Source: an optimization exercise on an open RTL-to-GDS flow (aim: small area). Production flows keep margins and buffers that such runs may drop. Only simulation tests tie the RTL to the original design; equivalence was not proved. Power figures rest on the tool's default switching activity, not on a simulated workload.

==> design.v <==
module codec_echo (
    input  wire        clk,
    input  wire        rst,           
    output reg         ctl_cs_n,
    output wire        ctl_valid,
    output wire [7:0]  ctl_byte,
    input  wire        ctl_ready,
    input  wire        ctl_err,
    input  wire        rx_ready,
    input  wire        rx_ovr,
    input  wire [15:0] rx_data,
    output wire        rx_pop,
    input  wire        tx_ready,
    input  wire        tx_udr,
    output wire        tx_valid,
    output wire [15:0] tx_data,
    output reg  [1:0]  mode,
    output reg  [1:0]  halt_cause,
    output reg  [1:0]  codec_state
);
    localparam BUF_LEN   = 96;
    localparam DELAY     = 80;
    localparam N_BRINGUP = 10;
    localparam ACT_IDX   = 8;
    localparam CS_HOLD   = 100;    
    localparam NTAP      = 12;     
    localparam M_BOOT = 2'd0, M_RUN = 2'd1, M_HALT = 2'd2;
    localparam H_NONE = 2'd0, H_BUS = 2'd1, H_OVR = 2'd2, H_UDR = 2'd3;
    localparam C_RESET = 2'd0, C_CONF = 2'd1, C_ACTIVE = 2'd2;
    localparam B_CS = 2'd0, B_B0 = 2'd1, B_B1 = 2'd2, B_HOLD = 2'd3;
    localparam S_RX_POLL = 2'd0, S_RX_SERV = 2'd1, S_TX_POLL = 2'd2, S_TX_SERV = 2'd3;
    localparam P_LT = 2'd0, P_LB = 2'd1;    
    reg [1:0]  bstate;
    reg [3:0]  boot_idx;
    reg [6:0]  hold_cnt;
    reg [1:0]  sched_pc;
    reg [1:0]  rx_phase;
    reg [1:0]  tx_phase;
    reg [6:0]  wp;         
    reg [6:0]  rp;         
    reg [15:0] seq_word;
    always @(*) begin
        case (boot_idx)
            4'd0: seq_word = {7'h0F, 9'h000};    
            4'd1: seq_word = {7'h06, 9'h07F};    
            4'd2: seq_word = {7'h00, 9'h017};    
            4'd3: seq_word = {7'h01, 9'h017};    
            4'd4: seq_word = {7'h04, 9'h012};    
            4'd5: seq_word = {7'h05, 9'h006};    
            4'd6: seq_word = {7'h07, 9'h042};    
            4'd7: seq_word = {7'h08, 9'h000};    
            4'd8: seq_word = {7'h09, 9'h001};    
            4'd9: seq_word = {7'h06, 9'h062};    
            default: seq_word = 16'h0000;
        endcase
    end
    wire [7:0] byte0 = {seq_word[15:9], seq_word[8]};
    wire [7:0] byte1 = seq_word[7:0];
    wire in_boot = (mode == M_BOOT);
    wire in_run  = (mode == M_RUN);
    assign ctl_valid = in_boot && (bstate == B_B0 || bstate == B_B1);
    assign ctl_byte  = (bstate == B_B0) ? byte0 : byte1;
    assign rx_pop   = in_run && (sched_pc == S_RX_SERV);
    assign tx_valid = in_run && (sched_pc == S_TX_SERV);
    wire wr_top = rx_pop && (rx_phase == P_LT);
    wire wr_bot = rx_pop && (rx_phase == P_LB);
    wire rd_adv = tx_valid && (tx_phase == P_LB);
    function [6:0] pos_inc;
        input [6:0] p;
        input       two;
        begin
            if (two)
                pos_inc = (p >= 7'd94) ? p - 7'd94 : p + 7'd2;
            else
                pos_inc = (p == 7'd95) ? 7'd0 : p + 7'd1;
        end
    endfunction
    always @(posedge clk) begin
        if (rst) begin
            mode        <= M_BOOT;
            halt_cause  <= H_NONE;
            codec_state <= C_RESET;
            ctl_cs_n    <= 1'b1;
            bstate      <= B_CS;
            boot_idx    <= 4'd0;
            hold_cnt    <= 7'd0;
            sched_pc    <= S_RX_POLL;
            rx_phase    <= P_LT;
            tx_phase    <= P_LT;
            wp          <= 7'd0;
            rp          <= BUF_LEN - DELAY;
        end else begin
            wp <= pos_inc(wp, wr_bot);
            rp <= pos_inc(rp, rd_adv);
            case (mode)
                M_BOOT: begin
                    case (bstate)
                        B_CS: begin
                            ctl_cs_n <= 1'b0;
                            bstate   <= B_B0;
                        end
                        B_B0: begin
                            if (ctl_ready) begin
                                if (ctl_err) begin
                                    mode       <= M_HALT;
                                    halt_cause <= H_BUS;
                                    ctl_cs_n   <= 1'b1;
                                end else begin
                                    bstate <= B_B1;
                                end
                            end
                        end
                        B_B1: begin
                            if (ctl_ready) begin
                                ctl_cs_n <= 1'b1;
                                if (ctl_err) begin
                                    mode       <= M_HALT;
                                    halt_cause <= H_BUS;
                                end else begin
                                    boot_idx <= boot_idx + 1'b1;
                                    if (boot_idx + 1'b1 == ACT_IDX)
                                        codec_state <= C_CONF;
                                    if (boot_idx + 1'b1 == N_BRINGUP)
                                        codec_state <= C_ACTIVE;
                                    hold_cnt <= 7'd0;
                                    bstate   <= B_HOLD;
                                end
                            end
                        end
                        B_HOLD: begin
                            if (hold_cnt == CS_HOLD - 1) begin
                                if (boot_idx == N_BRINGUP) begin
                                    mode     <= M_RUN;
                                    sched_pc <= S_RX_POLL;
                                end else begin
                                    bstate <= B_CS;
                                end
                            end else begin
                                hold_cnt <= hold_cnt + 1'b1;
                            end
                        end
                    endcase
                end
                M_RUN: begin
                    case (sched_pc)
                        S_RX_POLL: begin
                            if (rx_ovr) begin
                                mode       <= M_HALT;
                                halt_cause <= H_OVR;
                            end else if (rx_ready) begin
                                sched_pc <= S_RX_SERV;
                            end else begin
                                sched_pc <= S_TX_POLL;
                            end
                        end
                        S_RX_SERV: begin
                            rx_phase <= rx_phase + 1'b1;
                            sched_pc <= S_TX_POLL;
                        end
                        S_TX_POLL: begin
                            if (tx_udr) begin
                                mode       <= M_HALT;
                                halt_cause <= H_UDR;
                            end else if (tx_ready) begin
                                sched_pc <= S_TX_SERV;
                            end else begin
                                sched_pc <= S_RX_POLL;
                            end
                        end
                        S_TX_SERV: begin
                            tx_phase <= tx_phase + 1'b1;
                            sched_pc <= S_RX_POLL;
                        end
                    endcase
                end
                default: ;    
            endcase
        end
    end
    reg  [15:0] wbuf_t, wbuf_b;        
    reg         pend;                  
    reg  [15:0] cur_t, cur_b;          
    reg         fv;                    
    wire        commit = pend && (wp[2:0] == 3'd0);
    wire [31:0] wdata  = in_boot ? 32'h0 : {wbuf_t, wbuf_b};
    wire [6:0]  wp_m1 = (wp == 7'd0) ? 7'd95 : wp - 7'd1;
    wire        rc_is_wc   = (rp == wp);
    wire        rc_is_wcm1 = (rp == wp_m1);
    wire [NTAP-1:0] tap_we;
    wire [31:0]     ring_q   [0:BUF_LEN-1];
    wire [31:0]     tap_word [0:NTAP-1];
    genvar p;
    generate
        for (p = 0; p < BUF_LEN; p = p + 1) begin : g_ring
            reg [31:0] q;
            assign ring_q[p] = q;
            if (p % 8 == 0) begin : g_tap
                assign tap_we[p / 8]   = in_boot || (commit && wp[6:3] == p / 8);
                assign tap_word[p / 8] = q;
                always @(posedge clk)
                    q <= tap_we[p / 8] ? wdata : ring_q[(p + BUF_LEN - 1) % BUF_LEN];
            end else begin : g_pass
                always @(posedge clk)
                    q <= ring_q[p - 1];
            end
        end
    endgenerate
    wire        fetch = (in_boot || !fv) && (rp[2:0] == 3'd0);
    reg  [31:0] tap_q;
    integer k;
    always @(*) begin
        tap_q = 32'h0;
        for (k = 0; k < NTAP; k = k + 1)
            tap_q = tap_q | ({32{rp[6:3] == k}} & tap_word[k]);
    end
    wire [15:0] fetch_t = ((pend && rc_is_wcm1) || (rx_phase == P_LB && rc_is_wc)) ? wbuf_t : tap_q[31:16];
    wire [15:0] fetch_b = (pend && rc_is_wcm1) ? wbuf_b : tap_q[15:0];
    always @(posedge clk) begin
        if (wr_top) wbuf_t <= rx_data;
        if (wr_bot) wbuf_b <= rx_data;
        if (wr_top && rc_is_wc)      cur_t <= rx_data;
        else if (fetch)              cur_t <= fetch_t;
        if (wr_bot && rc_is_wc)      cur_b <= rx_data;
        else if (fetch)              cur_b <= fetch_b;
    end
    always @(posedge clk) begin
        if (rst) begin
            pend <= 1'b0;
            fv   <= 1'b0;
        end else begin
            if (wr_bot)      pend <= 1'b1;
            else if (commit) pend <= 1'b0;
            if (rd_adv)      fv <= 1'b0;
            else if (fetch)  fv <= 1'b1;
        end
    end
    assign tx_data = (tx_phase == P_LT) ? cur_t :
                     (tx_phase == P_LB) ? cur_b : 16'h0000;
endmodule
==> run.sh <==
#!/bin/bash
# synth_recipe.tcl (not shown) runs the flow's synth.tcl, then flattens the netlist and writes it again
# the make line also repeats each setting of config.mk as NAME=value (left out here)
make -C /OpenROAD-flow-scripts/flow DESIGN_CONFIG=/design/flow/config.mk WORK_HOME=/design/flow/orfs CLKGATE_MAP_FILE= SYNTH_SCRIPT=/design/flow/synth_recipe.tcl finish
==> config.mk <==
export PLATFORM = sky130hd
export DESIGN_NAME = codec_echo
export DESIGN_NICKNAME = codec_echo
export VERILOG_FILES = /design/flow/design.v
export SDC_FILE = /design/flow/constraint.sdc
export NUM_CORES = 4
export LEC_CHECK = 0
export CAP_MARGIN = 20
export CORE_MARGIN = 2
export CORE_UTILIZATION = 60
export SLEW_MARGIN = 20
==> constraint.sdc <==
create_clock -name core_clock -period 10.0 [get_ports {clk}]
set_input_delay 2.0000 -clock core_clock [delete_from_list [all_inputs] [get_ports {clk}]]
set_output_delay 2.0000 -clock core_clock [all_outputs]
set_load 0.01 [all_outputs]
==> results of run 1 <==
kinds of logic (layout without fill, tap and decap cells):
family | Yosys count | count (layout) | share of synthesized area
xor+xnor | 24 | 24 | 0.00276
fa+ha+maj | 29 | 29 | 0.00477
mux | 91 | 91 | 0.0127
simple gates | 1092 | 1092 | 0.0604
compound gates | 714 | 714 | 0.0580
other cells | 1 | 2 | 0.0000493
buf+inv | 278 | 653 | 0.0143
flops | 3189 | 3189 | 0.847
Yosys cell counts, drive strengths merged (5+ instances only):
cell / number
nand4: 12
ha: 29
o22ai: 13
nand2b: 18
inv: 26
o21ai: 28
mux2: 22
o32ai: 6
a221o: 8
a22o: 40
a32oi: 21
a211oi: 28
clkbuf: 217
buf: 33
mux2i: 67
or4: 5
nand3: 34
o2bb2ai: 5
a22oi: 63
or3: 6
nor2b: 20
a21oi: 429
nor4: 12
or2: 5
and3: 8
and2: 7
xnor2: 10
edfxtp: 64
xor2: 14
nor2: 82
nand2: 814
a221oi: 15
dfxtp: 3125
a222oi: 9
o211ai: 11
a32o: 5
nor3: 43
nor3b: 6
power breakdown:
group	internal, uW	switching, uW
combinational	120	255
clock	6550	4490
sequential	12800	60.3
cell usage in the layout, fill, tap and decap left out, types with 46 or more instances in the layout:
cell             netlist  routed
clkbuf_8               0      73
nand2_1              814     811
clkbuf_1             217      56
clkinv_2               0      46
nor2_1                81      74
dfxtp_1             3125    3121
a22oi_1               63      63
clkbuf_16              0     309
clkdlybuf4s50_1        0      56
edfxtp_1              64      64
a21oi_1              428     428
buf_4                  2      57
mux2i_1               67      67
metal layers:
metal / wire length [um] / up-vias / track usage
met1: 86300 / 19200 / 0.420
li1: - / 18100 / -
met2: 77200 / 1444 / 0.406
met5: 80 / - / 0
met3: 13700 / 365 / 0.0583
met4: 5830 / 12 / 0.0965
stage by stage:
step	util	worst slack, ns	std cells	area [sq um]	total power (uW)
after floorplan	-	6.47	5418	76100	13300
after global placement	0.624	4.98	6933	78500	13500
after detailed placement	0.624	4.76	6933	78500	13500
after CTS	0.701	4.61	7443	88200	24400
after global routing	0.701	4.43	7443	88200	24900
final	0.702	4.67	7444	88200	24200
worst max path at each step:
stage | end | slack (ns) | cells past startpoint
5_1_grt | tx_data[2] | 4.43 | 5
3_5_place_dp | cur_b[7] | 4.76 | 5
3_3_place_gp | cur_b[6] | 4.98 | 5
6_report | tx_data[7] | 4.67 | 5
4_1_cts | tx_data[7] | 4.61 | 5
2_1_floorplan | tx_data[10] | 6.47 | 6
flip-flops by register name, summed over array words and instances, names as in the netlist, 4 cells and up:
| register | flops |
|---|---|
| cur_t | 16 |
| seq_word | 11 |
| hold_cnt | 7 |
| cur_b | 16 |
| wbuf_b | 16 |
| g_ring.q | 3072 |
| boot_idx | 4 |
| rp | 7 |
| wp | 7 |
| wbuf_t | 16 |
cell type report:
class	instances	area, sq um
Timing Repair Buffer	115	1030
Sequential cell	3189	64500
Fill cell	8669	37500
Multi-Input combinational cell	1951	10800
Clock buffer	438	8950
Clock inverter	72	753
Inverter	28	105
Antenna cell	1	2.50
Tap cell	1650	2060
==> notes.md, run 1 <==
synth top area cells=dfxtp_1, nand2_1, a21oi_1, edfxtp_1, clkbuf_1; WP data arrival=about 3.3 ns; number of I/O port buffers=56; Synth Instances=5,418; setup repair after global routing missed its margin=false; Peak Freq=between 0.15 and 0.2 GHz; top cell type's share of synthesized area=0.822; Final Skew=around 0.063 ns; Wirelength per Cell=24.6 um; FF+latch count, synth=roughly 3.2k; Via Count=a little under 40k; Die Y=360 um; CP delay by family, top=simple AND/OR/NAND/NOR gates; worst hold stages=0; initial core utilization=0.605; outcome=finished clean; synthesized area per cell=about 14 sq um; clock root buffer=clkbuf_16; fin nets=5,637; worst-path maximum fanout=18; worst-skew pair later-pin latency=approximately 0.90 ns; Final Wtd Congestion=around 0.91; TritonCTS clock tree=yes; drt via density=5.25; sequential area share after synthesis=0.847; core region area=0.126 sq mm; clk slew on worst S/H paths=about 0.07 ns; fin crit period=roughly 5.3 ns; HP Class=flop to flop; Overall Global Routing Usage=0.281; Starting DRT DRC Count=~3.7k; worst reg2reg setup slack=about 5.0 ns; Power Density=between 200 and 300 mW/mm^2; DRC viols=0; max-slew violations=0; total congestion overflow=0; Slew @ Worst Pin=1.23 ns; layout cell share with drive strength beyond 1=0.103; CTS max path bufs=4; crit path kind=flop to output pin; pin count of the biggest net entering global routing=roughly 160; final setup fails=0; Crit-path slowest cell=nor2b_1; clock sinks=between 3k and 4k; Num CTS Buffers=between 200 and 300; Max-slew headroom=0.175; r2r endpoint=cur_b[2]; first-pass detailed-route iteration total=7; RR Startpoint=mode[0]; Mapped Nets=~5.5k; Max Cap Viol=0; H-tree depth=5; Yosys cell types=78; Hold Path End=g_ring[66].q[21]; die area=roughly 0.13 sq mm; Post-synth EDFFs=64; CP peak stage delay=roughly 0.83 ns; number of global-route vias before repair=37.5k; initial antenna violation count=13; Yosys Warn Count=1; antenna viol nets, final=0; global-route wire length before repair=261 mm; Hold Startpoint=g_ring[65].q[21]; Worst setup SP type=flop; TNS Setup=0 ns; critical path cell sequence=inv_1 -> ha_1 -> nor2b_1 -> a22o_1 -> clkdlybuf4s50_1; Layout Area Growth over Synthesis=15.9%; total wire length=around 180 mm; asr flop ratio synth=0; Post-CTS Hold Fix Bufs=0; Fin Hold WS=around 0.30 ns; reg2reg path depth=5; post-DP HPWL=approximately 100 mm; WP data required=8.00 ns; Final period util=0.533; Top Ports=a little under 60; most common flop cell mapped by yosys=dfxtp_1; post_cts resized=0; cell taking the most area after synthesis=dfxtp_1; row count=130; Static Leakage=0.0335 uW; critical path capture point type=output pin; WP buf/inv=2; final hold violation count=0; Setup crit start=tx_phase[0]; Die Width=around 360 um; Peak supply drop=~0.00022 V; synthesized area=around 0.076 sq mm; Post-CTS Setup Repair Bufs=0
==> run 2, diff against run 1 <==
--- a/design.v
+++ b/design.v
@@ -24,5 +24,5 @@
     localparam ACT_IDX   = 8;
     localparam CS_HOLD   = 100;    
-    localparam NTAP      = 12;     
+    localparam NRT       = 12;     
     localparam M_BOOT = 2'd0, M_RUN = 2'd1, M_HALT = 2'd2;
     localparam H_NONE = 2'd0, H_BUS = 2'd1, H_OVR = 2'd2, H_UDR = 2'd3;
@@ -69,9 +69,11 @@
         input [6:0] p;
         input       two;
+        reg   [4:0] l;
         begin
-            if (two)
-                pos_inc = (p >= 7'd94) ? p - 7'd94 : p + 7'd2;
+            l = p[3:0] + (two ? 5'd2 : 5'd1);
+            if (l >= 5'd12)
+                pos_inc = {p[6:4] + 3'd1, l[3:0] - 4'd12};
             else
-                pos_inc = (p == 7'd95) ? 7'd0 : p + 7'd1;
+                pos_inc = {p[6:4], l[3:0]};
         end
     endfunction
@@ -89,5 +91,5 @@
             tx_phase    <= P_LT;
             wp          <= 7'd0;
-            rp          <= BUF_LEN - DELAY;
+            rp          <= {3'd1, 4'd4};    
         end else begin
             wp <= pos_inc(wp, wr_bot);
@@ -179,15 +181,21 @@
     end
     reg  [15:0] wbuf_t, wbuf_b;        
-    reg         pend;                  
+    reg         tp;                    
+    reg         bp;                    
     reg  [15:0] cur_t, cur_b;          
     reg         fv;                    
-    wire        commit = pend && (wp[2:0] == 3'd0);
-    wire [31:0] wdata  = in_boot ? 32'h0 : {wbuf_t, wbuf_b};
-    wire [6:0]  wp_m1 = (wp == 7'd0) ? 7'd95 : wp - 7'd1;
-    wire        rc_is_wc   = (rp == wp);
-    wire        rc_is_wcm1 = (rp == wp_m1);
-    wire [NTAP-1:0] tap_we;
-    wire [31:0]     ring_q   [0:BUF_LEN-1];
-    wire [31:0]     tap_word [0:NTAP-1];
+    wire       t_adv = (rx_phase != P_LB);
+    wire [2:0] w_hi  = wp[6:4];
+    wire [3:0] w_lo  = wp[3:0];
+    wire [6:0] wp_m1 = (w_lo == 4'd0) ? {w_hi - 3'd1, 4'd11} : wp - 7'd1;
+    wire       rc_is_wc   = (rp == wp);
+    wire       rc_is_wcm1 = (rp == wp_m1);
+    wire       tw_now = tp && (t_adv ? (w_lo == 4'd0) : (w_lo == 4'd11));
+    wire [2:0] tw_idx = t_adv ? w_hi : w_hi + 3'd1;
+    wire       bw_now = bp && (w_lo == 4'd0);
+    wire [15:0] wd_t  = in_boot ? 16'h0 : wbuf_t;
+    wire [15:0] wd_b  = in_boot ? 16'h0 : wbuf_b;
+    wire [31:0] ring_q  [0:BUF_LEN-1];    
+    wire [31:0] rd_word [0:NRT-1];
     genvar p;
     generate
@@ -195,9 +203,14 @@
             reg [31:0] q;
             assign ring_q[p] = q;
-            if (p % 8 == 0) begin : g_tap
-                assign tap_we[p / 8]   = in_boot || (commit && wp[6:3] == p / 8);
-                assign tap_word[p / 8] = q;
-                always @(posedge clk)
-                    q <= tap_we[p / 8] ? wdata : ring_q[(p + BUF_LEN - 1) % BUF_LEN];
+            if (p % 8 == 0) begin : g_rtap
+                assign rd_word[p / 8] = q;
+            end
+            if (p % 12 == 0) begin : g_wtap
+                wire we_t = in_boot || (tw_now && tw_idx == p / 12);
+                wire we_b = in_boot || (bw_now && w_hi == p / 12);
+                always @(posedge clk) begin
+                    q[31:16] <= we_t ? wd_t : ring_q[(p + BUF_LEN - 1) % BUF_LEN][31:16];
+                    q[15:0]  <= we_b ? wd_b : ring_q[(p + BUF_LEN - 1) % BUF_LEN][15:0];
+                end
             end else begin : g_pass
                 always @(posedge clk)
@@ -206,14 +219,28 @@
         end
     endgenerate
-    wire        fetch = (in_boot || !fv) && (rp[2:0] == 3'd0);
+    function [6:0] rtap_pos;
+        input integer j;
+        reg   [2:0] h;
+        reg   [3:0] l;
+        begin
+            h = j * 8 / 12;
+            l = j * 8 % 12;
+            rtap_pos = {h, l};
+        end
+    endfunction
     reg  [31:0] tap_q;
+    reg         at_rtap;
     integer k;
     always @(*) begin
-        tap_q = 32'h0;
-        for (k = 0; k < NTAP; k = k + 1)
-            tap_q = tap_q | ({32{rp[6:3] == k}} & tap_word[k]);
-    end
-    wire [15:0] fetch_t = ((pend && rc_is_wcm1) || (rx_phase == P_LB && rc_is_wc)) ? wbuf_t : tap_q[31:16];
-    wire [15:0] fetch_b = (pend && rc_is_wcm1) ? wbuf_b : tap_q[15:0];
+        tap_q   = 32'h0;
+        at_rtap = 1'b0;
+        for (k = 0; k < NRT; k = k + 1) begin
+            tap_q   = tap_q | ({32{rp == rtap_pos(k)}} & rd_word[k]);
+            at_rtap = at_rtap | (rp == rtap_pos(k));
+        end
+    end
+    wire        fetch   = (in_boot || !fv) && at_rtap;
+    wire [15:0] fetch_t = (tp && (t_adv ? rc_is_wcm1 : rc_is_wc)) ? wbuf_t : tap_q[31:16];
+    wire [15:0] fetch_b = (bp && rc_is_wcm1) ? wbuf_b : tap_q[15:0];
     always @(posedge clk) begin
         if (wr_top) wbuf_t <= rx_data;
@@ -226,9 +253,12 @@
     always @(posedge clk) begin
         if (rst) begin
-            pend <= 1'b0;
-            fv   <= 1'b0;
+            tp <= 1'b0;
+            bp <= 1'b0;
+            fv <= 1'b0;
         end else begin
-            if (wr_bot)      pend <= 1'b1;
-            else if (commit) pend <= 1'b0;
+            if (wr_top)      tp <= 1'b1;
+            else if (tw_now) tp <= 1'b0;
+            if (wr_bot)      bp <= 1'b1;
+            else if (bw_now) bp <= 1'b0;
             if (rd_adv)      fv <= 1'b0;
             else if (fetch)  fv <= 1'b1;
--- a/config.mk
+++ b/config.mk
@@ -8,4 +8,7 @@
 export CAP_MARGIN = 20
 export CORE_MARGIN = 2
-export CORE_UTILIZATION = 60
+export CORE_UTILIZATION = 75
+export CTS_BUF_LIST = sky130_fd_sc_hd__clkbuf_16
+export CTS_CLUSTER_DIAMETER = 50
+export CTS_CLUSTER_SIZE = 32
 export SLEW_MARGIN = 20
==> run 2 against run 1 <==
Compared with the run above: still clean; critical path depth unchanged; clock skew decreased by 0.035 ns; total power decreased by 13%; die area decreased by 22%; largest power group unchanged.
==> notes.md, run 2 <==
outcome=finished clean; fin crit period=5.89 ns (+0.557 ns); post-DP HPWL=78.7 mm (-24%); commonest non-fill, non-tap cells in the layout=dfxtp_1, nand2_1, nor2_1; crit path kind=flop to output pin; sw frac=0.223 (+0.0251); Yosys Warn Count=1 (unchanged); synth cell count leaders=dfxtp_1, nand2_1, nor2_1, a21oi_1; top cell type's share of synthesized area=0.849 (+0.0269); fin nets=4,883 (-13%); clock root buffer=clkbuf_16; first-pass detailed-route iteration total=5 (-2); TNS Setup=0 ns (unchanged); setup repair after global routing missed its margin=false; initial core utilization=0.754 (+0.148); Ant. Diodes=0 (-1); global-route wire length before repair=213 mm (-18%); drt via density=5.36 (+2.2%); initial antenna violation count=5 (-8); Via Count=33.3k (-15%); total wire length=144 mm (-21%); critical path capture point type=output pin; synth top area cells=dfxtp_1, edfxtp_1, mux2i_1, nand2_1, a21oi_1; synthesized area per cell=15.6 sq um (+11%); CTS max path bufs=3 (-1); WP data arrival=3.89 ns (+0.56 ns); max FFs per register=3,072 (unchanged); WP data required=8.00 ns (about the same); Mapped Nets=4,804 (-12%); Final Skew=0.0277 ns (-0.0353 ns); Slew @ Worst Pin=1.17 ns (-0.0618 ns); asr flop ratio synth=0 (unchanged); Flop pwr share=0.614 (+0.085); antenna viol nets, final=0 (unchanged); core region area=0.0978 sq mm (-22%); most common flop cell mapped by yosys=dfxtp_1; layout cell share with drive strength beyond 1=0.0699 (-0.0335); Final Wtd Congestion=0.823 (-9.2%); Max Cap Viol=0 (unchanged); cell taking the most area after synthesis=dfxtp_1; Num CTS Buffers=146 (-51%); pin count of the biggest net entering global routing=74 (-53%); Power Density=260 mW/mm^2 (-5.4%); final setup fails=0 (unchanged); Worst setup SP type=flop; Static Leakage=0.0316 uW (-5.7%); most common cell after layout, fill and taps aside=dfxtp_1; Synth Instances=4,738 (-13%); worst-path maximum fanout=18 (unchanged); die area=0.101 sq mm (-22%); Yosys cell types=65 (-17%); Max-slew headroom=0.218 (+0.0428); final hold violation count=0 (unchanged); clk slew on worst S/H paths=0.10 ns (+0.03 ns); Sw Pwr=4700 uW (-2.1%); Post-synth EDFFs=64 (unchanged); Fill cells=4,804 (-45%); Peak Freq=0.170 GHz (-9.5%); post_cts resized=0 (unchanged); internal power=16,400 uW (-16%); FF+latch count, synth=3,190 (+0.031%); number of global-route vias before repair=33.6k (-10%); Layout Area Growth over Synthesis=9.88%; number of I/O port buffers=56 (unchanged); Die Width=318 um (-12%); HP Class=flop to flop; Wirelength per Cell=23.1 um (-6.0%); Post-CTS Setup Repair Bufs=0 (unchanged); max-slew violations=0 (unchanged); Top Ports=58 (unchanged); worst-skew pair later-pin latency=0.79 ns (-0.11 ns); Clk network pwr share=0.354 (-0.101); Fin Hold WS=0.311 ns (+0.00679 ns); Post-CTS Hold Fix Bufs=0 (unchanged); Peak supply drop=0.000211 V (-4.1%); row count=115 (-12%); Logic pwr share=0.032 (+0.017); Die Y=318 um (-12%); total congestion overflow=0 (unchanged); clock sinks=3,190 (+0.031%); Final period util=0.589 (+0.0557); Starting DRT DRC Count=2,769 (-26%); H-tree depth=4 (-1); TritonCTS clock tree=yes; sequential area share after synthesis=0.875 (+0.0278); synthesized area=0.0737 sq mm (-3.1%); DRC viols=0 (unchanged); largest reg by FF count=g_ring.q; Overall Global Routing Usage=0.287 (+0.00574); most common cell in the netlist=dfxtp_1
-- run 2: cell types whose count changed in the layout (fill, tap and decap cells not counted), moves of 73 or more --
cell,before,now
nand2_1,811,329
mux2i_1,67,150
a21oi_1,428,154
nor2_1,74,193
clkbuf_8,73,0
clkbuf_16,309,160
-- run 2: worst max-delay path, cell delays in order (launching register included) --
cell             delay [ns]
dfxtp_1                0.39
inv_1                  0.06
ha_1                   0.58
nor2b_2                1.05
a22o_1                 0.43
clkdlybuf4s50_1        0.60
-- run 2: stage by stage --
step / power, uW / instances / setup slack, ns / cell area, sq um / util
2_1_floorplan: 13500 / 4738 / 6.27 / 73700 / -
3_3_place_gp: 13900 / 5955 / 4.88 / 75700 / 0.773
3_5_place_dp: 13900 / 5956 / 4.87 / 75700 / 0.773
4_1_cts: 21100 / 6222 / 3.98 / 81000 / 0.828
5_1_grt: 21600 / 6222 / 3.99 / 81000 / 0.828
6_report: 21100 / 6222 / 4.11 / 81000 / 0.828
-- run 2: per-layer routing --
layer | vias up | wire [um] | part of all wire | track usage
met5 | - | 54 | 0.00038 | 0
li1 | 15600 | - | - | -
met1 | 16600 | 65200 | 0.45 | 0.410
met4 | 8 | 3660 | 0.025 | 0.0865
met3 | 244 | 7120 | 0.049 | 0.0411
met2 | 853 | 67900 | 0.47 | 0.462
-- run 2: final cells by class --
type	instances	area (sq um)	share of cell area
inverters	36	135	0.00167
clock buffers	160	4000	0.0494
flip-flops and latches	3190	64500	0.796
clock inverters	106	1340	0.0165
repair buffers	103	921	0.0114
well taps	1287	1610	0.0199
multi-input cells	1340	8510	0.105
-- run 2: path summary, 6_finish.rpt --
kind	cells after the start	slack (ns)	end	startpoint
worst max register to register	15	5.74	wp[6]	rx_phase[1]
worst min register to register	0	0.31	g_ring[26].q[3]	g_ring[25].q[3]
worst min-delay path	0	0.31	g_ring[26].q[3]	g_ring[25].q[3]
worst max-delay path	5	4.11	tx_data[6]	tx_phase[0]
-- run 2: cells by family after synthesis --
kind of cell,count (synthesis),synth area share
xor gates and xnor gates,23,0.00273
DFF,3190,0.875
buffers and inverters,208,0.0111
AOI/OAI and AO/OA,445,0.0435
muxes,155,0.0211
adders and majority gates,42,0.00733
other,1,0.0000509
and+or+nand+nor,674,0.0394
-- run 2: power groups by stage --
stage / sequential [uW] / combinational [uW] / clock, uW
after floorplan: 13200 / 353 / 0
after global placement: 13200 / 655 / 0
after detailed placement: 13200 / 660 / 0
after CTS: 12900 / 662 / 7520
after global routing: 12900 / 701 / 7970
final: 12900 / 668 / 7470
==> run 3, diff against run 2 <==
--- a/config.mk
+++ b/config.mk
@@ -8,7 +8,7 @@
 export CAP_MARGIN = 20
 export CORE_MARGIN = 2
-export CORE_UTILIZATION = 75
-export CTS_BUF_LIST = sky130_fd_sc_hd__clkbuf_16
-export CTS_CLUSTER_DIAMETER = 50
-export CTS_CLUSTER_SIZE = 32
+export CORE_UTILIZATION = 85
+export CTS_BUF_LIST = sky130_fd_sc_hd__clkbuf_8
+export CTS_CLUSTER_DIAMETER = 35
+export CTS_CLUSTER_SIZE = 20
 export SLEW_MARGIN = 20
==> run 3 against run 2 <==
Compared with the run above: the run now fails in detailed placement; synthesized cell count unchanged; area after synthesis unchanged.
==> notes.md, run 3 <==
tool error=[ERROR DPL-0033] detailed placement checks failed during check placement.; post-synthesis compound-gate area fraction=0.0435 (unchanged); synthesized area=0.0737 sq mm (unchanged); most common flop cell mapped by yosys=dfxtp_1; number of I/O port buffers=56 (unchanged); most common cell in the netlist=dfxtp_1; xor/xnor share of the synthesized area=0.00273 (unchanged); Top Ports=58 (unchanged); FF+latch count, synth=3,190 (unchanged); Yosys cell types=65 (unchanged); Mapped Nets=4,804 (unchanged); top cell type's share of synthesized area=0.849 (unchanged); post-DP HPWL=94.1 mm (+20%); cell taking the most area after synthesis=dfxtp_1; largest family of logic cells by synthesized area=compound AO/OA/AOI/OAI gates; Failed at=detailed placement; Final Wtd Congestion=0.834 (+1.3%); synthesized area per cell=15.6 sq um (unchanged); mux cell area share after synthesis=0.0211 (unchanged); Post-Synth Simple-Gate Area=0.0394 (unchanged); initial core utilization=0.854 (+0.100); outcome=did not finish; asr flop ratio synth=0 (unchanged); synth cell count leaders=dfxtp_1, nand2_1, nor2_1, a21oi_1; synth top area cells=dfxtp_1, edfxtp_1, mux2i_1, nand2_1, a21oi_1; Synth Instances=4,738 (unchanged); row count=108 (-6.1%); Die Width=299 um (-6.0%); sequential area share after synthesis=0.875 (unchanged); Yosys Warn Count=1 (unchanged); Adder-Cell Fraction of Synth Area=0.00733 (unchanged); Die Y=299 um (-6.0%); Post-synth EDFFs=64 (unchanged)
run 3: cell counts after synthesis:
Identical to the previous run, type by type.
run 3: cell families after synthesis:
logic type,count (synthesis)
other,1
buffers and inverters,208
AO/OA/AOI/OAI,445
adder cells (fa/ha/maj),42
XOR/XNOR,23
multiplexers,155
AND/OR/NAND/NOR,674
flip-flops,3190
run 3: per-stage QoR:
stage / std cells / setup slack (ns) / hold WS, ns
floorplan: 4738 / 6.27 / 0.310
global placement: 5821 / 5.05 / 0.310
run 3: worst min-delay path by stage:
stage,end,cells past startpoint,slack (ns),from
2_1_floorplan,g_ring[10].q[0],0,0.31,g_ring[9].q[0]
3_3_place_gp,g_ring[10].q[15],0,0.31,g_ring[9].q[15]
run 3: power by group through the flow:
stage | clock network, uW | registers, uW | logic [uW]
after global placement | 0 | 13200 | 640
after floorplan | 0 | 13200 | 353
==> run 4, diff against run 3 <==
--- a/config.mk
+++ b/config.mk
@@ -8,7 +8,7 @@
 export CAP_MARGIN = 20
 export CORE_MARGIN = 2
-export CORE_UTILIZATION = 85
+export CORE_UTILIZATION = 75
 export CTS_BUF_LIST = sky130_fd_sc_hd__clkbuf_8
-export CTS_CLUSTER_DIAMETER = 35
-export CTS_CLUSTER_SIZE = 20
+export CTS_CLUSTER_DIAMETER = 40
+export CTS_CLUSTER_SIZE = 18
 export SLEW_MARGIN = 20
==> run 4 against run 3 <==
Compared with the run above: the run now finishes clean; synthesized cell count stayed put; area after synthesis unchanged.
==> notes.md, run 4 <==
outcome=finished clean; TritonCTS clock tree=yes; Logic pwr share=0.033; Yosys Warn Count=1 (unchanged); Slew @ Worst Pin=~1.1 ns; Post-CTS Hold Fix Bufs=0; sw frac=0.216; CTS max path bufs=3; DRC viols=0; fin nets=4,951; row count=115 (+6.5%); Finished Core Util=0.816; max-slew violations=0; Final Skew=between 0.03 and 0.04 ns; total congestion overflow=0; most common cell after layout, fill and taps aside=dfxtp_1; internal power=~16,000 uW; fin worst setup slack=3.94 ns; Top Ports=58 (unchanged); Static Leakage=0.0312 uW; TNS Setup=0 ns; max FFs per register=about 3.1k; global-route wire length before repair=approximately 200 mm; synth cell count leaders=dfxtp_1, nand2_1, nor2_1, a21oi_1; most common cell in the netlist=dfxtp_1; synthesized area per cell=15.6 sq um (unchanged); WP data required=8.00 ns; number of global-route vias before repair=~33k; Mapped Nets=4,804 (unchanged); worst-skew pair later-pin latency=slightly above 0.9 ns; Starting DRT DRC Count=between 2k and 2.5k; Power Density=~250 mW/mm^2; clk slew on worst S/H paths=around 0.10 ns; Via Count=~33k; crit path kind=flop to output pin; clock sinks=between 3k and 4k; grt met1 use=0.393; Final period util=0.606; Max Cap Viol=0; Worst setup SP type=flop; M3 GR Usage=0.0464; Overall Global Routing Usage=0.272; Die Width=318 um (+6.4%); number of I/O port buffers=56 (unchanged); H-tree depth=4; pin count of the biggest net entering global routing=74; HP Class=flop to flop; FF+latch count, synth=3,190 (unchanged); critical path cell sequence=inv_1 -> ha_1 -> nor2b_2 -> a22o_1 -> clkdlybuf4s50_1; first-pass detailed-route iteration total=6; worst hold stages=0; commonest non-fill, non-tap cells in the layout=dfxtp_1, nand2_1, clkbuf_8; Post-CTS Setup Repair Bufs=0; worst-path maximum fanout=18; Synth Instances=4,738 (unchanged); GR Util met2=0.424; Peak supply drop=about 0.00019 V; critical path capture point type=output pin; post_cts resized=0; Wirelength per Cell=about 22 um; Num CTS Buffers=around 210; drt via density=between 5 and 6; fin crit period=slightly above 6 ns; Yosys cell types=65 (unchanged); Flop pwr share=0.650; Max-slew headroom=0.231; Sw Pwr=4300 uW; Crit-path slowest cell=nor2b_2; post-DP HPWL=78.7 mm (-16%); synth top area cells=dfxtp_1, edfxtp_1, mux2i_1, nand2_1, a21oi_1; initial core utilization=0.754 (-0.100); final hold violation count=0; largest reg by FF count=g_ring.q; Fill cells=~5k; core region area=0.0978 sq mm; dpl ws=between 4 and 5 ns; layout cell share with drive strength beyond 1=0.0782; die area=just over 0.1 sq mm; Clk network pwr share=0.316; cell taking the most area after synthesis=dfxtp_1; initial antenna violation count=3; Layout Area Growth over Synthesis=8.30%; setup repair after global routing missed its margin=false; final setup fails=0; Fin Hold WS=around 0.32 ns; top cell type's share of synthesized area=0.849 (unchanged); asr flop ratio synth=0 (unchanged); Post-synth EDFFs=64 (unchanged); most common flop cell mapped by yosys=dfxtp_1; total wire length=around 140 mm; Top Usage Layer GRT=met2; CP peak stage delay=between 1 and 1.5 ns; clock root buffer=clkbuf_8; antenna viol nets, final=0; synthesized area=0.0737 sq mm (unchanged); WP data arrival=a little over 4 ns; sequential area share after synthesis=0.875 (unchanged); Final Wtd Congestion=0.823 (-1.3%); Die Y=318 um (+6.4%); Peak Freq=about 0.17 GHz; reg2reg path depth=15
run 4: cell counts after synthesis:
Identical to the previous run, type by type.
run 4: final cells by class:
cell class                 instances  area (sq um)  share of cell area
antenna                            2          5.00           0.0000627
clock buffer                     242          3330              0.0417
clock inverter                    86           842              0.0105
inverter                          36           135             0.00169
multi-input combinational       1340          8510               0.107
sequential                      3190         64500               0.808
tap                             1287          1610              0.0202
timing repair buffer             103           921              0.0115
run 4: metrics by stage:
stage	power, uW	cells	cell area (sq um)
detailed placement	13900	5956	75700
finish	19900	6286	79900
CTS	20000	6284	79800
global route	20500	6285	79900
floorplan	13500	4738	73700
global placement	13900	5955	75700
run 4: layer usage:
| layer | wire length (um) | up-vias |
|---|---|---|
| li1 | - | 15700 |
| met1 | 63300 | 16200 |
| met2 | 61800 | 828 |
| met3 | 7260 | 249 |
| met4 | 3660 | 4 |
| met5 | 26 | - |
run 4: worst paths after layout:
| kind | from | end | slack [ns] |
|---|---|---|---|
| min reg2reg | g_ring[42].q[25] | g_ring[43].q[25] | 0.32 |
| max | tx_phase[0] | tx_data[10] | 3.94 |
| min | g_ring[42].q[25] | g_ring[43].q[25] | 0.32 |
| max reg2reg | rx_phase[1] | wp[6] | 5.76 |
run 4: critical path, delay by kind of cell, from the launching register on:
family	cells	cell delay, ns
buf+inv	2	0.66
fa+ha+maj	1	0.58
compound gates	1	0.43
simple gates	1	1.06
flops	1	0.40
run 4: power groups by stage:
stage                     Clock [uW]  Combinational, uW  Sequential, uW
after floorplan                    0                353           13200
after CTS                       6390                661           12900
after detailed placement           0                660           13200
after global placement             0                655           13200
after global routing            6860                701           12900
final                           6290                664           12900
run 4: cell families (layout without fill, tap and decap cells):
family	Yosys count	after routing	synth area share
mux	155	155	0.0211
compound gates	445	445	0.0435
xor+xnor	23	23	0.00273
simple gates	674	674	0.0394
fa+ha+maj	42	42	0.00733
flops	3190	3190	0.875
buf+inv	208	467	0.0111
other cells	1	3	0.0000509
==> run 5, diff against run 4 <==
--- a/design.v
+++ b/design.v
@@ -15,7 +15,7 @@
     output wire        tx_valid,
     output wire [15:0] tx_data,
-    output reg  [1:0]  mode,
+    output wire [1:0]  mode,
     output reg  [1:0]  halt_cause,
-    output reg  [1:0]  codec_state
+    output wire [1:0]  codec_state
 );
     localparam BUF_LEN   = 96;
@@ -33,5 +33,5 @@
     reg [1:0]  bstate;
     reg [3:0]  boot_idx;
-    reg [6:0]  hold_cnt;
+    reg        hwrap;      
     reg [1:0]  sched_pc;
     reg [1:0]  rx_phase;
@@ -57,6 +57,9 @@
     wire [7:0] byte0 = {seq_word[15:9], seq_word[8]};
     wire [7:0] byte1 = seq_word[7:0];
-    wire in_boot = (mode == M_BOOT);
-    wire in_run  = (mode == M_RUN);
+    wire halted  = (halt_cause != H_NONE);
+    wire in_run  = !halted && boot_idx[3] && boot_idx[1] && (bstate == B_CS);
+    wire in_boot = !halted && !in_run;
+    assign mode        = halted ? M_HALT : in_run ? M_RUN : M_BOOT;
+    assign codec_state = !boot_idx[3] ? C_RESET : boot_idx[1] ? C_ACTIVE : C_CONF;
     assign ctl_valid = in_boot && (bstate == B_B0 || bstate == B_B1);
     assign ctl_byte  = (bstate == B_B0) ? byte0 : byte1;
@@ -80,11 +83,9 @@
     always @(posedge clk) begin
         if (rst) begin
-            mode        <= M_BOOT;
             halt_cause  <= H_NONE;
-            codec_state <= C_RESET;
             ctl_cs_n    <= 1'b1;
             bstate      <= B_CS;
             boot_idx    <= 4'd0;
-            hold_cnt    <= 7'd0;
+            hwrap       <= 1'b0;
             sched_pc    <= S_RX_POLL;
             rx_phase    <= P_LT;
@@ -105,5 +106,4 @@
                             if (ctl_ready) begin
                                 if (ctl_err) begin
-                                    mode       <= M_HALT;
                                     halt_cause <= H_BUS;
                                     ctl_cs_n   <= 1'b1;
@@ -117,13 +117,10 @@
                                 ctl_cs_n <= 1'b1;
                                 if (ctl_err) begin
-                                    mode       <= M_HALT;
                                     halt_cause <= H_BUS;
                                 end else begin
                                     boot_idx <= boot_idx + 1'b1;
-                                    if (boot_idx + 1'b1 == ACT_IDX)
-                                        codec_state <= C_CONF;
-                                    if (boot_idx + 1'b1 == N_BRINGUP)
-                                        codec_state <= C_ACTIVE;
-                                    hold_cnt <= 7'd0;
+                                    wp       <= 7'd0;
+                                    rp       <= {3'd1, 4'd4};
+                                    hwrap    <= 1'b0;
                                     bstate   <= B_HOLD;
                                 end
@@ -131,13 +128,9 @@
                         end
                         B_HOLD: begin
-                            if (hold_cnt == CS_HOLD - 1) begin
-                                if (boot_idx == N_BRINGUP) begin
-                                    mode     <= M_RUN;
-                                    sched_pc <= S_RX_POLL;
-                                end else begin
-                                    bstate <= B_CS;
-                                end
-                            end else begin
-                                hold_cnt <= hold_cnt + 1'b1;
+                            if (wp == {3'd7, 4'd11})
+                                hwrap <= 1'b1;
+                            if (hwrap && wp == {3'd0, 4'd3}) begin
+                                bstate   <= B_CS;      
+                                sched_pc <= S_RX_POLL;
                             end
                         end
@@ -148,5 +141,4 @@
                         S_RX_POLL: begin
                             if (rx_ovr) begin
-                                mode       <= M_HALT;
                                 halt_cause <= H_OVR;
                             end else if (rx_ready) begin
@@ -162,5 +154,4 @@
                         S_TX_POLL: begin
                             if (tx_udr) begin
-                                mode       <= M_HALT;
                                 halt_cause <= H_UDR;
                             end else if (tx_ready) begin
--- a/config.mk
+++ b/config.mk
@@ -9,6 +9,7 @@
 export CORE_MARGIN = 2
 export CORE_UTILIZATION = 75
-export CTS_BUF_LIST = sky130_fd_sc_hd__clkbuf_8
-export CTS_CLUSTER_DIAMETER = 40
-export CTS_CLUSTER_SIZE = 18
+export CTS_BUF_LIST = sky130_fd_sc_hd__clkbuf_16
+export CTS_CLUSTER_DIAMETER = 80
+export CTS_CLUSTER_SIZE = 34
+export GPL_TIMING_DRIVEN = 0
 export SLEW_MARGIN = 20
==> run 5 against run 4 <==
Compared with the run above: final cell count shrank 2.2%; combinational power grew 49%; total power shrank 3.1%; highest routed layer is now met4.
==> notes.md, run 5 <==
register area=0.0643 sq mm (-0.31%); Final Wtd Congestion=0.874 (+6.2%); worst reg2reg setup slack=5.36 ns (-0.40 ns); Yosys cell types=68 (+4.6%); asr flop ratio synth=0 (unchanged); Crit-path slowest cell=clkbuf_1; Fin Hold WS=0.319 ns (+0.00305 ns); fin crit period=6.01 ns (-0.0488 ns); Slew @ Worst Pin=1.22 ns (+0.0717 ns); Overall Global Routing Usage=0.307 (+0.0350); first-pass detailed-route iteration total=8 (+2); TNS Setup=0 ns (unchanged); Final Skew=0.0277 ns (-0.00590 ns); worst-path maximum fanout=10 (-8); internal power=15,000 uW (-3.5%); fin nets=4,909 (-0.85%); Clk network pwr share=0.281 (-0.035); WP data arrival=4.01 ns (-0.05 ns); most common cell after layout, fill and taps aside=dfxtp_1; Worst setup SP type=flop; pin count of the biggest net entering global routing=36 (-51%); clock root buffer=clkbuf_16; fin worst setup slack=3.99 ns (+0.0488 ns); FF+latch count, synth=3,180 (-0.31%); H-tree depth=3 (-1); Cell Area, Placed=0.0758 sq mm (+0.17%); worst-skew pair later-pin latency=0.73 ns (-0.20 ns); layout cell share with drive strength beyond 1=0.0487 (-0.0296); Max-slew headroom=0.186 (-0.0443); number of global-route vias before repair=32.7k (-1.0%); post-DP HPWL=94.2 mm (+20%); Post-CTS Hold Fix Bufs=0 (unchanged); Logic pwr share=0.051 (+0.018); outcome=finished clean; TritonCTS clock tree=yes; Via Count=33.1k (+0.29%); top cell type's share of synthesized area=0.849 (about the same); total congestion overflow=0 (unchanged); WP data required=8.00 ns (about the same); Top Ports=58 (unchanged); Mapped Nets=4,741 (-1.3%); final setup fails=0 (unchanged); Num CTS Buffers=104 (-51%); drt via density=5.39 (+2.6%); Die Y=317 um (-0.17%); Max Cap Viol=0 (unchanged); cell taking the most area after synthesis=dfxtp_1; synthesized area per cell=15.7 sq um (+0.94%); clock sinks=3,180 (-0.31%); Peak Freq=0.166 GHz (+0.81%); dpl ws=4.81 ns (-0.0587 ns); Sw Pwr=4240 uW (-1.4%); antenna viol nets, final=0 (unchanged); max-slew violations=0 (unchanged); Tot Pwr=19,300 uW (-3.1%); largest reg by FF count=g_ring.q; Synth Instances=4,678 (-1.3%); multi-input logic area=0.00825 sq mm (-3.1%); post_cts resized=0 (unchanged); commonest non-fill, non-tap cells in the layout=dfxtp_1, nand2_1, nor2_1; initial core utilization=0.759 (+0.00512); total wire length=154 mm (+13%); sw frac=0.220 (+0.00367); Final period util=0.601 (-0.00488); Starting DRT DRC Count=3,205 (+31%); Layout Area Growth over Synthesis=6.99%; max FFs per register=3,072 (unchanged); sequential area share after synthesis=0.875 (about the same); Fill cells=4,899 (-4.6%); synth top area cells=dfxtp_1, edfxtp_1, mux2i_1, nand2_1, a22o_1; clk slew on worst S/H paths=0.12 ns (+0.02 ns); setup repair after global routing missed its margin=false; core region area=0.0969 sq mm (-1.0%); Flop pwr share=0.667 (+0.017); global-route wire length before repair=218 mm (+7.4%); Post-synth EDFFs=64 (unchanged); Yosys Warn Count=1 (unchanged); row count=114 (-0.87%); DRC viols=0 (unchanged); Power Density=245 mW/mm^2 (-1.6%); CTS max path bufs=3 (unchanged); die area=0.100 sq mm (-0.34%); initial antenna violation count=7 (+4); WP buf/inv=3 (+1); most common cell in the netlist=dfxtp_1; Static Leakage=0.0306 uW (-2.0%); synth cell count leaders=dfxtp_1, nand2_1, nor2_1, mux2i_1, a21oi_1; CP peak stage delay=0.80 ns (-0.26 ns); Post-CTS Setup Repair Bufs=0 (unchanged); number of I/O port buffers=56 (unchanged); design area=0.0786 sq mm (-1.5%); Die Width=317 um (-0.17%); Peak supply drop=0.000172 V (-9.8%); Wirelength per Cell=25.0 um (+15%); final hold violation count=0 (unchanged); critical path capture point type=output pin; synthesized area=0.0735 sq mm (-0.34%); HP Class=flop to flop; crit path kind=flop to output pin; CP delay by family, top=buffers and inverters; critical path cell sequence=inv_1 -> ha_1 -> and3_1 -> nor2_1 -> clkbuf_1 -> and2_1 -> clkdlybuf4s50_1; most common flop cell mapped by yosys=dfxtp_1
-- run 5: changes by cell type after synthesis, moves of 8 or more --
cell,before,now
clkbuf_1,150,88
buf_2,14,56
a22o_1,65,104
nand2_1,329,303
a22oi_1,43,18
a221oi_1,44,66
mux2i_1,150,172
a221o_1,19,0
a222oi_1,40,22
o21ai_0,28,14
nor3_1,26,13
dfxtp_1,3126,3116
o21ai_1,4,12
-- run 5: routing by layer --
| metal | up-vias | track usage | wire length [um] |
|---|---|---|---|
| met5 | - | 0 | 0 |
| met3 | 297 | 0.0397 | 8490 |
| met2 | 1054 | 0.500 | 72000 |
| met1 | 16300 | 0.427 | 66900 |
| li1 | 15400 | - | - |
| met4 | 0 | 0.115 | 6270 |
-- run 5: area by class of cell --
cell class / instances / area share
Inverter: 32 / 0.00153
Multi-Input combinational cell: 1295 / 0.105
Timing Repair Buffer: 62 / 0.00888
Buffer: 171 / 0.0107
Sequential cell: 3180 / 0.818
Antenna cell: 1 / 0.0000318
Tap cell: 1276 / 0.0203
Clock buffer: 106 / 0.0337
Clock inverter: 24 / 0.00207
-- run 5: final timing paths --
path,startpoint,cells after the start,endpoint
max,bstate[0],7,ctl_valid
min,g_ring[86].q[18],0,g_ring[87].q[18]
max reg2reg,bstate[0],18,wp[3]
min reg2reg,g_ring[86].q[18],0,g_ring[87].q[18]
-- run 5: cell families after synthesis --
group | share of synthesized area
compound gates | 0.0407
xor+xnor | 0.00250
fa+ha+maj | 0.00684
buf+inv | 0.0128
flops | 0.875
mux | 0.0240
other cells | 0.0000510
simple gates | 0.0380
-- run 5: power by group through the flow --
| stage | Sequential [uW] | Combinational, uW | Clock (uW) |
|---|---|---|---|
| 6_report | 12900 | 992 | 5420 |
| 5_1_grt | 12900 | 1010 | 5840 |
| 4_1_cts | 12900 | 986 | 5450 |
| 3_5_place_dp | 13100 | 979 | 0 |
| 3_3_place_gp | 13100 | 942 | 0 |
| 2_1_floorplan | 13100 | 427 | 0 |
-- run 5: worst reg2reg max path, cell delays in order, from the launching register on --
cell      delay, ns
dfxtp_1        0.35
inv_1          0.12
ha_1           0.21
and3_1         0.22
nand2_1        0.15
inv_1          0.12
nand2_1        0.07
nor2_2         0.34
nand2_1        0.27
inv_1          0.71
ha_1           0.36
a21o_1         0.18
nand2_1        0.07
xnor2_1        0.13
ha_1           0.22
and3b_1        0.19
a311oi_2       0.53
mux2i_1        0.25
nor2_1         0.05
-- run 5: per-stage QoR --
| step | cells | util |
|---|---|---|
| after detailed placement | 6016 | 0.783 |
| after floorplan | 4678 | - |
| after global placement | 6010 | 0.781 |
| after global routing | 6146 | 0.812 |
| final | 6147 | 0.812 |
| after CTS | 6146 | 0.812 |
==> run 6, diff against run 5 <==
--- a/config.mk
+++ b/config.mk
@@ -6,4 +6,5 @@
 export NUM_CORES = 4
 export LEC_CHECK = 0
+export ABC_AREA = 1
 export CAP_MARGIN = 20
 export CORE_MARGIN = 2
@@ -12,4 +13,3 @@
 export CTS_CLUSTER_DIAMETER = 80
 export CTS_CLUSTER_SIZE = 34
-export GPL_TIMING_DRIVEN = 0
 export SLEW_MARGIN = 20
==> run 6 against run 5 <==
Compared with the run above: total power is 10% higher; via count is 1.6% higher; area after synthesis fell by 0.38%; maximum frequency increased by 3.7%; critical endpoint is now tx_data[9]; register-to-register slack better by 0.37 ns; largest power group unchanged.
==> notes.md, run 6 <==
outcome=finished clean; Static Leakage=0.0316 uW (+3.3%); sw frac=0.227 (+0.00748); Worst setup SP type=flop; post_cts resized=0 (unchanged); initial core utilization=0.757 (-0.00177); CTS max path bufs=3 (unchanged); row count=114 (unchanged); Post-synth EDFFs=64 (unchanged); Max-slew headroom=0.245 (+0.0587); sequential area share after synthesis=0.878 (+0.00334); setup repair after global routing missed its margin=false; Yosys Warn Count=1 (unchanged); Fin Hold WS=0.318 ns (-0.000728 ns); Mapped Nets=5,152 (+8.7%); max-slew violations=0 (unchanged); Layout Area Growth over Synthesis=6.63%; critical path cell sequence=inv_1 -> ha_1 -> inv_1 -> nand3_1 -> nand2_1 -> clkdlybuf4s50_1; Max Cap Viol=0 (unchanged); clk slew on worst S/H paths=0.12 ns (about the same); cell taking the most area after synthesis=dfxtp_1; Crit path depth=6 (-1); H-tree depth=3 (unchanged); Slew @ Worst Pin=1.13 ns (-0.0907 ns); Die Y=316 um (-0.19%); total wire length=137 mm (-11%); Crit-path slowest cell=ha_1; crit-path most repeated cell=inv_1; Top Ports=58 (unchanged); Post-CTS Hold Fix Bufs=0 (unchanged); Final Skew=0.0264 ns (-0.00137 ns); most common cell in the netlist=dfxtp_1; reg2reg path depth=18 (unchanged); core region area=0.0967 sq mm (-0.15%); total congestion overflow=0 (unchanged); critical path capture point type=output pin; Post-CTS Setup Repair Bufs=0 (unchanged); Logic pwr share=0.056 (+0.005); CP delay by family, top=buffers and inverters; WP data required=8.00 ns (about the same); WP buf/inv=3 (unchanged); top cell type's share of synthesized area=0.852 (+0.00324); Sw Pwr=4840 uW (+14%); pin count of the biggest net entering global routing=42 (+17%); first-pass detailed-route iteration total=6 (-2); FF+latch count, synth=3,180 (unchanged); Num CTS Buffers=104 (unchanged); WP data arrival=3.80 ns (-0.21 ns); Starting DRT DRC Count=3,022 (-5.7%); number of I/O port buffers=56 (unchanged); HP Class=flop to flop; final setup fails=0 (unchanged); CP peak stage delay=0.88 ns (+0.08 ns); layout cell share with drive strength beyond 1=0.0427 (-0.00594); asr flop ratio synth=0 (unchanged); commonest non-fill, non-tap cells in the layout=dfxtp_1, nand2_1, o21ai_0; Final Wtd Congestion=0.818 (-6.5%); Yosys cell types=49 (-28%); global-route wire length before repair=201 mm (-7.6%); worst-skew pair later-pin latency=0.74 ns (about the same); TritonCTS clock tree=yes; Die Width=316 um (-0.19%); worst hold stages=0 (unchanged); clock root buffer=clkbuf_16; Clk network pwr share=0.254 (-0.027); final hold violation count=0 (unchanged); Overall Global Routing Usage=0.274 (-0.0332); synthesized area=0.0732 sq mm (-0.38%); fin nets=5,234 (+6.6%); clock sinks=3,180 (unchanged); synthesized area per cell=14.4 sq um (-8.4%); DRC viols=0 (unchanged); Power Density=273 mW/mm^2 (+11%); post-DP HPWL=79.9 mm (-15%); Wirelength per Cell=21.1 um (-16%); Finished Core Util=0.807 (-0.00466); synth cell count leaders=dfxtp_1, nand2_1, o21ai_0, nand3_1, inv_1; most common flop cell mapped by yosys=dfxtp_1; Flop pwr share=0.690 (+0.023); Synth Instances=5,089 (+8.8%); worst reg2reg setup slack=5.73 ns (+0.37 ns); dpl ws=5.10 ns (+0.287 ns); max FFs per register=3,072 (unchanged); fin crit period=5.80 ns (-0.212 ns); worst-path maximum fanout=17 (+7); antenna viol nets, final=0 (unchanged); initial antenna violation count=5 (-2); Via Count=33.7k (+1.6%); Final period util=0.580 (-0.0212); TNS Setup=0 ns (unchanged); largest reg by FF count=g_ring.q; crit path kind=flop to output pin; Peak Freq=0.173 GHz (+3.7%); Peak supply drop=0.000196 V (+14%); most common cell after layout, fill and taps aside=dfxtp_1; fin worst setup slack=4.20 ns (+0.212 ns); drt via density=5.20 (-3.5%); die area=0.100 sq mm (-0.38%); internal power=16,500 uW (+9.4%); number of global-route vias before repair=33.1k (+1.0%); synth top area cells=dfxtp_1, nand2_1, edfxtp_1, o21ai_0, nand3_1
==> run 6: cell count changes in the layout (fill, tap and decap cells not counted), sizes merged, moves of 123 or more <==
| cell | previous run | this run |
|---|---|---|
| nand2 | 307 | 821 |
| nand3 | 34 | 177 |
| a21oi | 160 | 37 |
| o21ai | 27 | 276 |
| mux2i | 172 | 0 |
| inv | 54 | 194 |
==> run 6: layout make-up <==
type	count	area, sq um
multi-input cells	1623	7850
repair buffers	89	816
flip-flops and latches	3180	64300
clock buffers	107	2680
diodes	3	7.51
well taps	1276	1600
fillers	5219	18700
clock inverters	24	153
inverters	173	653
==> run 6: layer usage <==
metal / track usage / vias to the layer above / routed length (um)
met2: 0.416 / 921 / 59900
met5: 0 / - / 13
met1: 0.413 / 16400 / 64300
met3: 0.0396 / 260 / 7900
met4: 0.0869 / 2 / 4560
li1: - / 16100 / -
==> run 6: logic make-up after synthesis <==
kind of cell    count (synthesis)  synth area share
compound gates                342            0.0247
simple gates                 1216            0.0702
other cells                     1         0.0000512
mux                            16           0.00246
xor+xnor                        9           0.00108
buf+inv                       286            0.0163
flops                        3180             0.878
fa+ha+maj                      39           0.00687
==> run 6: power groups by stage <==
stage / logic [uW] / clock network [uW] / registers (uW)
finish: 1190 / 5410 / 14700
global route: 1250 / 5870 / 14800
CTS: 1170 / 5470 / 14700
detailed placement: 1160 / 0 / 15000
global placement: 1130 / 0 / 14900
floorplan: 553 / 0 / 14700
==> run 6: path summary, 6_finish.rpt <==
kind,from,endpoint
min reg2reg,g_ring[3].q[7],g_ring[4].q[7]
min,g_ring[3].q[7],g_ring[4].q[7]
max reg2reg,bstate[0],wp[6]
max,tx_phase[0],tx_data[9]
==> run 6: stage by stage <==
step | std cells | total power, uW | cell area (sq um)
final | 6475 | 21300 | 78100
after CTS | 6472 | 21300 | 78000
after global routing | 6474 | 21900 | 78100
after global placement | 6340 | 16000 | 75200
after detailed placement | 6341 | 16100 | 75200
after floorplan | 5089 | 15300 | 73200
==> run 7, diff against run 6 <==
--- a/config.mk
+++ b/config.mk
@@ -6,5 +6,4 @@
 export NUM_CORES = 4
 export LEC_CHECK = 0
-export ABC_AREA = 1
 export CAP_MARGIN = 20
 export CORE_MARGIN = 2
==> run 7 against run 6 <==
Compared with the run above: clock-buffer cell count rose by 1; design area barely moved; global-route usage fell by 0.072 points; combinational power fell by 31%; core utilization fell by 0.13 points; worst setup slack improved by 0.52 ns; die area rose by 0.38%; wire length barely moved; critical endpoint is now tx_data[6]; largest cell class unchanged.
==> notes.md, run 7 <==
sequential area share after synthesis=0.875 (-0.00334); DRC viols=0 (unchanged); initial antenna violation count=2 (-3); global-route wire length before repair=199 mm (-1.1%); critical path capture point type=output pin; post-DP HPWL=76.7 mm (-4.0%); crit path kind=flop to output pin; WP data arrival=3.27 ns (-0.53 ns); # placed instances=5,878 (-7.3%); most common cell after layout, fill and taps aside=dfxtp_1; DR WL met3=7.00 mm (-11%); max FFs per register=3,072 (unchanged); Layout Area Growth over Synthesis=6.21%; M1 wire length=63.0 mm (-2.0%); Starting DRT DRC Count=2,562 (-15%); final hold violation count=0 (unchanged); post_cts resized=0 (unchanged); TNS Setup=0 ns (unchanged); first-pass detailed-route iteration total=5 (-1); fin nets=4,771 (-8.8%); setup repair after global routing missed its margin=false; FF+latch count, synth=3,180 (unchanged); non-filler cells, final=6,012 (-7.2%); clock root buffer=clkbuf_16; multi-input logic area=0.00831 sq mm (+5.9%); die area=0.100 sq mm (+0.38%); DR WL met2=62.1 mm (+3.6%); Power Density=245 mW/mm^2 (-10%); largest reg by FF count=g_ring.q; Via Count=31.9k (-5.3%); number of I/O port buffers=56 (unchanged); outcome=finished clean; clock sinks=3,180 (unchanged); Worst setup SP type=flop; top cell type's share of synthesized area=0.849 (-0.00324); Die Width=317 um (+0.19%); drt via density=5.30 (+1.9%); H-tree depth=3 (unchanged); Yosys Warn Count=1 (unchanged); WP data required=8.00 ns (about the same); Top Ports=58 (unchanged); TritonCTS clock tree=yes; total congestion overflow=0 (unchanged); HP Class=flop to flop; clk slew on worst S/H paths=0.11 ns (about the same); row count=114 (unchanged); cell taking the most area after synthesis=dfxtp_1; Final period util=0.527 (-0.0525); Overall Global Routing Usage=0.273 (-0.000718); Yosys cell types=68 (+39%); Ant. Diodes=0 (-3); final setup fails=0 (unchanged); Final Wtd Congestion=0.812 (-0.77%); pin count of the biggest net entering global routing=76 (+81%); core region area=0.0969 sq mm (+0.15%); worst-skew pair later-pin latency=0.73 ns (about the same); synthesized area=0.0735 sq mm (+0.38%); Die Y=317 um (+0.19%); worst reg2reg setup slack=5.31 ns (-0.42 ns); Static Leakage=0.0302 uW (-4.3%); total wire length=137 mm (about the same); Fill cells=5,118 (-1.9%); layout cell share with drive strength beyond 1=0.0416 (-0.00113); antenna viol nets, final=0 (unchanged); fin crit period=5.27 ns (-0.525 ns); commonest non-fill, non-tap cells in the layout=dfxtp_1, nand2_1, nor2_1; number of global-route vias before repair=31.2k (-5.5%); initial core utilization=0.759 (+0.00177); Post-synth EDFFs=64 (unchanged); Final Skew=0.0320 ns (+0.00562 ns); Num CTS Buffers=104 (unchanged); Max Cap Viol=0 (unchanged); Post-CTS Hold Fix Bufs=0 (unchanged); CTS max path bufs=3 (unchanged); Peak Freq=0.190 GHz (+10%); Max-slew headroom=0.252 (+0.00721); worst-path maximum fanout=18 (+1); Tot Pwr=19,100 uW (-10%); top layer in use=met4; Wirelength per Cell=22.7 um (+7.7%); synthesized area per cell=15.7 sq um (+9.2%); Synth Instances=4,678 (-8.1%); most common cell in the netlist=dfxtp_1; synth cell count leaders=dfxtp_1, nand2_1, nor2_1, mux2i_1, a21oi_1; Post-CTS Setup Repair Bufs=0 (unchanged); max-slew violations=0 (unchanged); Slew @ Worst Pin=1.12 ns (-0.0108 ns); asr flop ratio synth=0 (unchanged); most common flop cell mapped by yosys=dfxtp_1; Peak supply drop=0.000227 V (+16%); synth top area cells=dfxtp_1, edfxtp_1, mux2i_1, nand2_1, a22o_1; Mapped Nets=4,741 (-8.0%); register area=0.0643 sq mm (unchanged)
-- run 7: cell types whose count changed after synthesis, sizes merged, moves of 22 or more --
cell	change
mux2i	+172
a222oi	+22
clkbuf	+27
nand2	-514
a22o	+104
nand4	-42
o21ai	-249
nor2	+79
a21oi	+123
inv	-141
nand3	-143
a221oi	+66
buf	+31
-- run 7: worst paths after layout --
path,end,cells after the start,start
hold / removal,g_ring[44].q[16],0,g_ring[43].q[16]
hold reg to reg,g_ring[44].q[16],0,g_ring[43].q[16]
setup reg to reg,wp[3],18,bstate[0]
setup / recovery,tx_data[6],7,tx_phase[0]
-- run 7: stage by stage --
step,hold slack (ns),area (sq um),util,setup slack [ns]
2_1_floorplan,0.310,73500,-,6.20
6_report,0.310,78000,0.806,4.73
3_5_place_dp,0.312,75200,0.776,5.36
5_1_grt,0.314,78000,0.806,4.60
3_3_place_gp,0.310,75200,0.776,5.50
4_1_cts,0.313,78000,0.806,4.67
-- run 7: cell families after synthesis --
| logic type | after synthesis | synth area share |
|---|---|---|
| adder cells (fa/ha/maj) | 39 | 0.00684 |
| multiplexers | 176 | 0.0240 |
| AND/OR/NAND/NOR | 637 | 0.0380 |
| XOR/XNOR | 21 | 0.00250 |
| flip-flops | 3180 | 0.875 |
| other | 1 | 0.0000510 |
| AO/OA/AOI/OAI | 421 | 0.0407 |
| buffers and inverters | 203 | 0.0128 |
-- run 7: routing by layer --
layer  track usage  up-vias
met4        0.0874        0
met1         0.398    15700
met3        0.0382      228
met5             0        -
li1              -    15200
met2         0.430      802
-- run 7: area by class of cell --
| cell class | count | area share |
|---|---|---|
| clock buffers | 108 | 0.0346 |
| clock inverters | 26 | 0.00207 |
| inverters | 32 | 0.00154 |
| multi-input cells | 1295 | 0.106 |
| flip-flops and latches | 3180 | 0.824 |
| well taps | 1276 | 0.0205 |
| repair buffers | 95 | 0.0109 |
-- run 7: report_power, final --
group,switching (uW),leakage [uW],internal (uW)
Combinational,572,0.00306,248
Sequential,89.7,0.0257,12800
Clock,3410,0.00148,1980
Total,4070,0.0302,15000
-- run 7: critical path, cell delays in order, from the launching register on --
cell	delay, ns
dfxtp_1	0.40
inv_1	0.06
ha_1	0.19
buf_4	0.21
nor2b_2	0.42
buf_4	0.28
a22o_1	0.36
clkdlybuf4s50_1	0.62

==> separate check: timing with driven ports <==
No port has a modelled driver above. Below, the same layouts with a new extraction and two added sets of constraints.
Step 1, drivers: a clkbuf_16 drives clk and a buf_2 each remaining input, both assumed.
Step 2, shift: input delay + t, output delay - t, t = (earliest + latest rising clock arrival at the registers) / 2. This alone moves slack from input paths to output paths.
a / b / c = ideal ports / drivers / drivers and shift; a / b = the first two.
run | t, ns | slack for setup (ns) | worst hold slack (ns)
run 1 | 0.939 | 4.670 / 4.597 / 5.041 | 0.304 / 0.304 / 0.304
run 2 | 0.847 | 4.114 / 4.039 / 4.887 | 0.311 / 0.311 / 0.311
run 4 | 0.970 | 3.943 / 3.877 / 4.848 | 0.316 / 0.316 / 0.316
run 5 | 0.796 | 3.992 / 3.919 / 4.715 | 0.319 / 0.319 / 0.319
run 6 | 0.798 | 4.203 / 4.131 / 4.929 | 0.318 / 0.318 / 0.318
run 7 | 0.794 | 4.728 / 4.654 / 5.310 | 0.310 / 0.310 / 0.310
After both steps every run listed still meets setup and hold.
